Background: an optimization exercise with open tools, aiming at small area, a short achievable clock period and few clock cycles per item. Do not read the settings as production practice.
RTL that was checked went through simulation tests only; none was proved equivalent to the original.
Power is estimated from default activity; no workload was simulated.

Setup of job 650:
==> flow/design.v <==
module uecp_frame_dec (
    input  wire       clk,
    input  wire       rst,
    input  wire       in_valid,
    output wire       in_ready,
    input  wire [7:0] in_data,
    input  wire       in_last,
    output reg        res_valid,
    input  wire       res_ready,
    output reg  [2:0] res_status,
    output wire [9:0] res_site,
    output wire [5:0] res_enc,
    output wire [7:0] res_seq,
    output wire [7:0] res_mel,
    output wire [7:0] res_nelem
);
    localparam [2:0] ST_OK      = 3'd0;
    localparam [2:0] ST_UNKNOWN = 3'd1;
    localparam [2:0] ST_CRC     = 3'd2;
    localparam [2:0] ST_SHORT   = 3'd4;
    localparam [1:0] W_CODE  = 2'd0;   
    localparam [1:0] W_SKIPC = 2'd1;   
    localparam [1:0] W_SKIPL = 2'd2;   
    localparam [1:0] W_LEN   = 2'd3;   
    function [7:0] lut;
        input [7:0] b;
        input       off;
        reg c01, c02, c03, c07, c0A, c13, c1A, c16, c0D, c19, c1C, c2D, c17;
        begin
            c01 = off ? (b == 8'h04) : (b == 8'h01);
            c02 = off ? (b == 8'h05) : (b == 8'h02);
            c03 = off ? (b == 8'h06) : (b == 8'h03);
            c07 = off ? (b == 8'h0A) : (b == 8'h07);
            c0A = off ? (b == 8'h0D) : (b == 8'h0A);
            c13 = off ? (b == 8'h16) : (b == 8'h13);
            c1A = off ? (b == 8'h1D) : (b == 8'h1A);
            c16 = off ? (b == 8'h19) : (b == 8'h16);
            c0D = off ? (b == 8'h10) : (b == 8'h0D);
            c19 = off ? (b == 8'h1C) : (b == 8'h19);
            c1C = off ? (b == 8'h1F) : (b == 8'h1C);
            c2D = off ? (b == 8'h30) : (b == 8'h2D);
            c17 = off ? (b == 8'h1A) : (b == 8'h17);
            lut[7] = c16 | c19 | c1C;
            lut[6] = c01 | c02 | c03 | c07 | c0A | c13 | c1A | c16 | c0D |
                     c19 | c1C | c2D | c17;
            lut[5] = c2D | c17;
            lut[4] = c0A | c13 | c16;
            lut[3] = c02 | c0D;
            lut[2] = c01;
            lut[1] = c02 | c03 | c07 | c1A | c0A | c13;
            lut[0] = c03 | c07 | c1A | c16 | c19 | c1C;
        end
    endfunction
    function [15:0] crc_step;
        input [15:0] a_in;
        input [7:0]  c;
        reg   [15:0] a;
        begin
            a = {a_in[7:0], a_in[15:8]};
            a = a ^ {8'h00, c};
            a = a ^ {12'h000, a[7:4]};
            a = a ^ {a[3:0], 12'h000};
            a = a ^ {3'b000, a[7:0], 5'b00000};
            crc_step = a;
        end
    endfunction
    reg        rdy;           
    reg        stall;         
    reg        rv_n;          
    reg        first;         
    reg        esc;           
    reg  [7:0] u_r;           
    reg  [7:0] l_r;           
    reg        uz_r, u1_r;    
    reg        uv_r;          
    reg        end_r;         
    reg        endesc_r;      
    reg        rst_r;         
    reg        u_go, e_go;    
    assign in_ready = rdy;
    wire go     = !stall;
    wire accept = in_valid && go;
    wire mid    = !first && !in_last;
    always @(posedge clk) begin
        if (rst) begin
            first <= 1'b1;
            esc   <= 1'b0;
        end else if (accept) begin
            first <= in_last;
            esc   <= mid && !esc && (in_data == 8'hFD);
        end
    end
    always @(posedge clk)
        rst_r <= rst;
    wire uv_nx  = go ? (in_valid && mid && (esc || in_data != 8'hFD)) : uv_r;
    wire end_nx = go ? (in_valid && in_last) : end_r;
    wire rdy_nx;
    always @(posedge clk) begin
        if (rst) begin
            uv_r  <= 1'b0;
            end_r <= 1'b0;
            u_go  <= 1'b0;
            e_go  <= 1'b0;
        end else begin
            uv_r  <= uv_nx;
            end_r <= end_nx;
            u_go  <= rdy_nx && uv_nx;
            e_go  <= rdy_nx && end_nx;
        end
    end
    always @(posedge clk) begin
        if (go) begin
            u_r      <= esc ? (in_data + 8'hFD) : in_data;
            l_r      <= lut(in_data, esc);
            uz_r     <= esc ? (in_data == 8'h03) : (in_data == 8'h00);
            u1_r     <= esc ? (in_data == 8'h04) : (in_data == 8'h01);
            endesc_r <= esc;
        end
    end
    wire       lskip1 = l_r[7];
    wire       lv     = l_r[6];
    wire       llen   = l_r[5];
    wire       lskipl = l_r[4];
    wire [3:0] lskip  = l_r[3:0];
    reg [15:0] crc;
    reg        crc_ok;        
    reg  [2:0] ph;            
    reg        inb;           
    reg  [7:0] addr_hi, addr_lo, seq, mel, nelem;
    reg  [7:0] body_rem;
    reg  [1:0] wstate;
    reg        werr;
    reg  [7:0] skip;
    reg        skip1;         
    assign res_site  = {addr_hi, addr_lo[7:6]};
    assign res_enc   = addr_lo[5:0];
    assign res_seq   = seq;
    assign res_mel   = mel;
    assign res_nelem = nelem;
    reg [2:0] verdict;
    always @(*) begin
        if (endesc_r || ph < 3'd2)
            verdict = ST_SHORT;
        else if (!crc_ok)
            verdict = ST_CRC;
        else if (ph != 3'd6)
            verdict = ST_SHORT;
        else if (werr)
            verdict = ST_UNKNOWN;
        else if (wstate != W_CODE)
            verdict = ST_SHORT;
        else
            verdict = ST_OK;
    end
    wire ok  = !endesc_r && crc_ok && ph == 3'd6 && !werr && wstate == W_CODE;
    wire clr = e_go && !ok;
    wire res_valid_nx = (!rv_n && !res_ready) || e_go;
    wire item_nx      = go ? (in_valid && (!first || in_last)) : 1'b1;
    assign rdy_nx     = !(item_nx && res_valid_nx);
    always @(posedge clk) begin
        if (rst) begin
            res_valid <= 1'b0;
            rv_n      <= 1'b1;
            rdy       <= 1'b1;
            stall     <= 1'b0;
        end else begin
            res_valid <= res_valid_nx;
            rv_n      <= !res_valid_nx;
            rdy       <= rdy_nx;
            stall     <= !rdy_nx;
        end
    end
    always @(posedge clk)
        if (e_go)
            res_status <= verdict;
    wire [15:0] crc_nx = crc_step(crc, u_r);
    always @(posedge clk) begin
        if (rst_r || e_go) begin
            crc    <= 16'hFFFF;
            crc_ok <= 1'b0;
            ph     <= 3'd0;
            inb    <= 1'b0;
        end else if (u_go) begin
            crc    <= crc_nx;
            crc_ok <= (crc_nx == 16'h1D0F);
            if (!ph[2] || (ph == 3'd4 && !inb) || ph == 3'd5)
                ph <= ph + 3'd1;
            if (ph == 3'd3)
                inb <= !uz_r;
            else if (inb && body_rem == 8'd1)
                inb <= 1'b0;
        end
    end
    always @(posedge clk) begin
        if (u_go) begin
            if (ph == 3'd3)
                body_rem <= u_r;
            else
                body_rem <= body_rem - 8'd1;
        end
    end
    always @(posedge clk) begin
        if (clr) begin
            addr_hi <= 8'd0;
            addr_lo <= 8'd0;
            seq     <= 8'd0;
            mel     <= 8'd0;
        end else if (u_go && !ph[2]) begin
            addr_hi <= addr_lo;
            addr_lo <= seq;
            seq     <= mel;
            mel     <= u_r;
        end
    end
    wire b_go = u_go && inb && !werr;
    always @(posedge clk) begin
        if (clr || (u_go && ph == 3'd3))
            nelem <= 8'd0;
        else if (b_go && wstate == W_CODE && lv)
            nelem <= nelem + 8'd1;
    end
    always @(posedge clk) begin
        if (rst_r || e_go) begin
            wstate <= W_CODE;
            werr   <= 1'b0;
        end else if (b_go) begin
            case (wstate)
                W_CODE: begin
                    if (!lv)
                        werr <= 1'b1;
                    else if (llen)
                        wstate <= W_LEN;
                    else
                        wstate <= lskipl ? W_SKIPL : W_SKIPC;
                end
                W_SKIPC, W_SKIPL: begin
                    if (skip1)
                        wstate <= (wstate == W_SKIPL) ? W_LEN : W_CODE;
                end
                W_LEN: begin
                    if (!uz_r)
                        wstate <= W_SKIPC;
                    else
                        wstate <= W_CODE;
                end
            endcase
        end
    end
    always @(posedge clk) begin
        if (b_go) begin
            case (wstate)
                W_CODE:  begin skip <= {4'd0, lskip}; skip1 <= lskip1;         end
                W_LEN:   begin skip <= u_r;           skip1 <= u1_r;           end
                default: begin skip <= skip - 8'd1;   skip1 <= (skip == 8'd2); end
            endcase
        end
    end
endmodule
export LEC_CHECK = 0
export CAP_MARGIN = 20
export CORE_MARGIN = 2
export CORE_UTILIZATION = 40
export SETUP_SLACK_MARGIN = 1.8
export SLEW_MARGIN = 20
create_clock -name core_clock -period 3.5 [get_ports {clk}]
standard.sh (not shown) runs the stock make flow with config.mk's settings and CLKGATE_MAP_FILE= SYNTH_SCRIPT=/design/flow/synth_recipe.tcl, a recipe that flattens the netlist after the stock synthesis.
==> flow/flow/run.sh <==
#!/bin/bash
# Standard layout, with the I/O port buffers built from a small buffer cell
# instead of the delay cell buffer_ports picks on its own. Synthesis is the
# standard one (standard.sh synth), so the registers keep their names.
set -euo pipefail
bash standard.sh synth > synth.log 2>&1
bash standard.sh BUFFER_PORTS_ARGS="-buffer_cell sky130_fd_sc_hd__buf_2" finish > layout.log 2>&1
Job 650 closes out successfully: all stages finished, all timing, DRC and antenna checks passed.
#### Input delta (job 382 over job 650)
Settings: a change of CORE_UTILIZATION from 40 to 35.
Notes after the runs:
- Changes observed in job 382 relative to job 650: number of standard cells in the layout, taps in and fillers out +27; combinational power +about 4%; via count +89; fraction of standard cell area that is sequential -0.63 points; worst setup slack +0.021 ns.
Changes in job 7332 relative to job 382:
Settings: SETUP_SLACK_MARGIN now 1.9, was 1.8; CORE_UTILIZATION now 40, was 35.
Notes after the runs:
Summary: post-layout minimum cycle time, job 7332 better than job 382. Sort job 382 and job 7332 by worst setup slack desc -> top: job 7332. Job 7332 reports a higher final area than job 382 does. in_data[4] as the origin of the worst setup path was reported by job 382, and in_data[0] by job 7332. met3 track utilization from global routing ended up 0.33 points lower on job 7332 than on job 382. When job 7332 is measured against job 382, its post-cts gate resize count turns out 150% higher.
No functional check of the RTL was part of any run of this note.

* * *

Another version of the RTL of uecp_frame_dec (not shown whole).
Size in the first run: about 560 cells after synthesis, ~110 flip-flops, ~5100 um^2 of cells after synthesis.
clock: 3.5 ns
lec_check: 0
cap_margin: 20
core_margin: 2
core_utilization: 40
setup_slack_margin: 1.95
slew_margin: 20
Scripts as last shown in full above: flow/flow/run.sh
Testbench counts at the start, summed over its fixed seeds: cycles 39,609, frames 384.
Rerun with:
--- a/flow/config.mk
+++ b/flow/config.mk
@@ -10,2 +10,2 @@
-export CORE_UTILIZATION = 40
-export SETUP_SLACK_MARGIN = 1.95
+export CORE_UTILIZATION = 35
+export SETUP_SLACK_MARGIN = 1.85
What happened: Core utilization goes down by 12 points; count of clock-buffer cells in the layout drops by 2; hold slack gets worse by 0.011 ns; cell count goes down by 2.9%; final area went down by 9.7%; maximum frequency rises by 2.8%; clock skew hardly moves; synthesized area does not change.
Rerun with:
--- a/flow/config.mk
+++ b/flow/config.mk
@@ -10,2 +10,2 @@
-export CORE_UTILIZATION = 35
-export SETUP_SLACK_MARGIN = 1.85
+export CORE_UTILIZATION = 40
+export SETUP_SLACK_MARGIN = 1.75
Outcome: The changed run completed with no timing, DRC or antenna violations; routed wire length fell by 5.3%; worst hold slack barely changes; sequential cell count stays the same; cell count falls by 3.0%.
Rerun with:
--- a/flow/config.mk
+++ b/flow/config.mk
@@ -11 +11 @@
-export SETUP_SLACK_MARGIN = 1.75
+export SETUP_SLACK_MARGIN = 1.8
The changed run ran to the end with no violations.
Via count went down slightly.
Hold slack is about the same.
Global-route usage stays flat.
Count of clock-buffer cells in the layout went down by 5.
Sequential cell count is unchanged.
Power went down slightly.
Cell area went up by a few percent.
Fmax went up by a few percent.
Rerun with:
--- a/flow/config.mk
+++ b/flow/config.mk
@@ -10,0 +11 @@
+export GPL_TIMING_DRIVEN = 0
=> The changed run passed the timing, design-rule and antenna checks; clock-buffer cell count increases by 1; design area is lower by 1.5%; wire length came out lower by 0.42%; clock skew is about the same; power came out lower by 2.0%; worst hold slack is worse by 0.095 ns; worst setup slack gets worse by 0.019 ns; sequential cell count is unchanged; cell count climbs by 1.4%; via count is higher by 0.52%; utilization went down by 0.74 points.

* * *

uecp_frame_dec, a different RTL version from the one above (not shown whole).
Size in the first run: ~4900 sq um of cells after synthesis.
Settings: LEC_CHECK=0, CAP_MARGIN=20, CORE_MARGIN=2, CORE_UTILIZATION=40, SETUP_SLACK_MARGIN=1.8, SLEW_MARGIN=20; clock period 3.5 ns.
Scripts as last shown in full above: flow/flow/run.sh
==> next run, changes <==
==> flow/run.sh (new file) <==
#!/bin/bash
# synth_recipe.tcl (not shown) runs the flow's synth.tcl, then flattens the netlist and writes it again
# the make line also repeats each setting of config.mk as NAME=value (left out here)
make -C /OpenROAD-flow-scripts/flow DESIGN_CONFIG=/design/flow/config.mk WORK_HOME=/design/flow/orfs CLKGATE_MAP_FILE= SYNTH_SCRIPT=/design/flow/synth_recipe.tcl finish
removed: flow/flow/run.sh
removed: flow/standard.sh
The changed run finished with timing, DRC and antenna clean.
Utilization goes up by 1.9 points.
Worst hold slack gets worse by 6.5 ps.
Non-clock buffer count increases by 2.
Cell count barely changes.
Worst setup slack degrades by 36 ps.
Synthesized area does not change.
Fmax drops by 1.8%.
Critical path depth is lower by 1.
Combinational power came out higher by about 3%.
No functional check of the RTL was part of any run of this note.

* * *

Another version of the RTL of uecp_frame_dec (not shown whole).
For scale: about 5700 um2 of cells after synthesis.
clock: 3.5 ns
lec_check: 0
abc_area: 1
cap_margin: 20
core_margin: 2
core_utilization: 40
setup_slack_margin: 1.8
slew_margin: 20
run.sh (not shown) runs the stock make flow with config.mk's settings and CLKGATE_MAP_FILE= SYNTH_SCRIPT=/design/flow/synth_recipe.tcl, a recipe that flattens the netlist after the stock synthesis.
Stock flow here: none of the scripts above is used.
Then changed:
- ABC_AREA: 1 -> default
- ABC_CLOCK_PERIOD_IN_PS: default -> 1500
The changed run finished clean.
Cell count goes down by about 22%.
Worst setup slack got worse by 190 ps.
Routed wire length goes down by 21%.
Total power goes down by 6.7%.
Area after synthesis goes down by 11%.
Synthesized cell count goes down by about 25%.
Non-clock buffer count goes down by 13.
Design area goes down by about 11%.
First-iteration DRC count goes down by about 50%.
Die area goes down by 10%.
Then changed:
- ABC_CLOCK_PERIOD_IN_PS: 1500 -> default
Outcome:
- final area is unchanged
- sequential power hardly moves
- clock-buffer cell count is unchanged
- register-to-register slack barely changes
- die area stays the same
- core utilization is unchanged
- routed wire length stays the same
- global-route usage is unchanged
- worst setup slack is unchanged
No run of this note included a check of the RTL's function; only the layout flow was run.

* * *

ember:
uecp_frame_dec, a different RTL version from the one above (not shown whole).
Size: about 550 cells after synthesis, ~110 flip-flops, ~5100 sq um of cells after synthesis.
clock: 3.5 ns
lec_check: 0
abc_clock_period_in_ps: 1500
cap_margin: 20
core_margin: 2
core_utilization: 40
setup_slack_margin: 1.8
slew_margin: 20
standard.sh (not shown) runs the stock make flow with config.mk's settings and CLKGATE_MAP_FILE= SYNTH_SCRIPT=/design/flow/synth_recipe.tcl, a recipe that flattens the netlist after the stock synthesis.
==> flow/flow/run.sh <==
#!/bin/bash
# Standard layout, with the I/O port buffers built from a small buffer cell
# instead of the delay cell buffer_ports picks on its own. Synthesis is the
# standard one (standard.sh synth), so the registers keep their names.
set -euo pipefail
bash standard.sh synth > synth.log 2>&1
bash standard.sh BUFFER_PORTS_ARGS="-buffer_cell sky130_fd_sc_hd__buf_2" finish > layout.log 2>&1
Both conditions hold for ember: the flow ran to the end and the final layout passed the timing, design-rule and antenna checks.
For amber, these inputs were changed with respect to ember:
- removing ABC_CLOCK_PERIOD_IN_PS (formerly 1500)
==> flow/run.sh (new file) <==
#!/bin/bash
# synth_recipe.tcl (not shown) runs the flow's synth.tcl, then flattens the netlist and writes it again
# the make line also repeats each setting of config.mk as NAME=value (left out here)
make -C /OpenROAD-flow-scripts/flow DESIGN_CONFIG=/design/flow/config.mk WORK_HOME=/design/flow/orfs CLKGATE_MAP_FILE= SYNTH_SCRIPT=/design/flow/synth_recipe.tcl finish
removed: flow/flow/run.sh
removed: flow/standard.sh
### Flow results
- Compared with ember, amber shows a lower biggest fanout along the worst timing path.
- Sort amber and ember by non-clock buffer count desc -> top: amber
- Summary of amber over ember: detailed-route wire length lower, register-to-register slack higher.
--- input diff amber..delta ---
==> flow/flow/run.sh (new file) <==
#!/bin/bash
# Standard layout, with the I/O port buffers built from a small buffer cell
# instead of the delay cell buffer_ports picks on its own. Synthesis is the
# standard one (standard.sh synth), so the registers keep their names.
set -euo pipefail
bash standard.sh synth > synth.log 2>&1
bash standard.sh BUFFER_PORTS_ARGS="-buffer_cell sky130_fd_sc_hd__buf_2" finish > layout.log 2>&1
==> flow/standard.sh (new file) <==
#!/bin/bash
# synth_recipe.tcl (not shown) runs the flow's synth.tcl, then flattens the netlist and writes it again
# the make line also repeats each setting of config.mk as NAME=value (left out here)
make -C /OpenROAD-flow-scripts/flow DESIGN_CONFIG=/design/flow/config.mk WORK_HOME=/design/flow/orfs CLKGATE_MAP_FILE= SYNTH_SCRIPT=/design/flow/synth_recipe.tcl "${@:-finish}"
removed: flow/run.sh
[summary]
Taking amber as the reference point, the post-route core utilization of delta falls by 1.3 points. Diff amber -> delta | peak supply drop | up by more than 10%. Delta (delta minus amber): relative max-transition margin now sits higher, via count shows an increase of about 1%, clock group share of total power saw a decrease, clock-pin slew of the registers on the worst-case setup and hold paths essentially unchanged, final worst slack shrank by 0.041 ns.
No run of this note included a check of the RTL's function; only the layout flow was run.

==> static timing again, ports no longer ideal <==
The results above use ideal ports. As a check the final layouts listed here were re-extracted and re-timed, cells and wires unchanged. Step 1 sets driving cells, clkbuf_16 on the clock port and buf_2 on the other inputs (assumed; they add their load-dependent delay and slew). Step 2 also shifts input and output timing later by t, the mid clock arrival at the registers, as if the neighbouring blocks saw the same clock. a / b / c = ideal / step 1 / step 2; a / b = the first two.
run | shift t [ns] | setup WS [ns] | clock arrival spread, ns | worst register clock-pin slew, ns
job 650 | 0.444 | 1.800 / 1.796 / 1.352 | 0.009 / 0.009 | 0.06 / 0.06
job 382 | 0.447 | 1.821 / 1.806 / 1.359 | 0.007 / 0.008 | 0.05 / 0.05
job 7332 | 0.448 | 1.855 / 1.840 / 1.396 | 0.006 / 0.006 | 0.06 / 0.06
the first run of note 2 | 0.380 | 1.868 / 1.868 / 1.561 | 0.011 / 0.011 | 0.07 / 0.07
the second run of note 2 | 0.385 | 1.912 / 1.881 / 1.544 | 0.012 / 0.013 | 0.07 / 0.07
the third run of note 2 | 0.379 | 1.799 / 1.799 / 1.492 | 0.005 / 0.005 | 0.07 / 0.07
the fourth run of note 2 | 0.379 | 1.878 / 1.839 / 1.532 | 0.009 / 0.009 | 0.07 / 0.07
the fifth run of note 2 | 0.390 | 1.859 / 1.816 / 1.532 | 0.010 / 0.010 | 0.08 / 0.08
the first run of note 3 | 0.377 | 1.503 / 1.503 / 1.240 | 0.009 / 0.009 | 0.07 / 0.07
the second run of note 3 | 0.385 | 1.467 / 1.467 / 1.424 | 0.008 / 0.008 | 0.07 / 0.07
the first run of note 4 | 0.388 | 1.833 / 1.795 / 1.513 | 0.011 / 0.011 | 0.07 / 0.07
the second run of note 4 | 0.388 | 1.639 / 1.609 / 1.222 | 0.010 / 0.011 | 0.08 / 0.08
the third run of note 4 | 0.388 | 1.639 / 1.609 / 1.222 | 0.010 / 0.011 | 0.08 / 0.08
ember | 0.388 | 1.462 / 1.462 / 1.255 | 0.008 / 0.009 | 0.07 / 0.07
amber | 0.383 | 1.503 / 1.503 / 1.142 | 0.006 / 0.006 | 0.07 / 0.07
delta | 0.388 | 1.462 / 1.462 / 1.255 | 0.008 / 0.009 | 0.07 / 0.07
After both steps setup and hold are still met in every run listed. The setup slack of job 382, which loses most, moves by -0.015 ns with the drivers and by -0.462 ns with both steps.
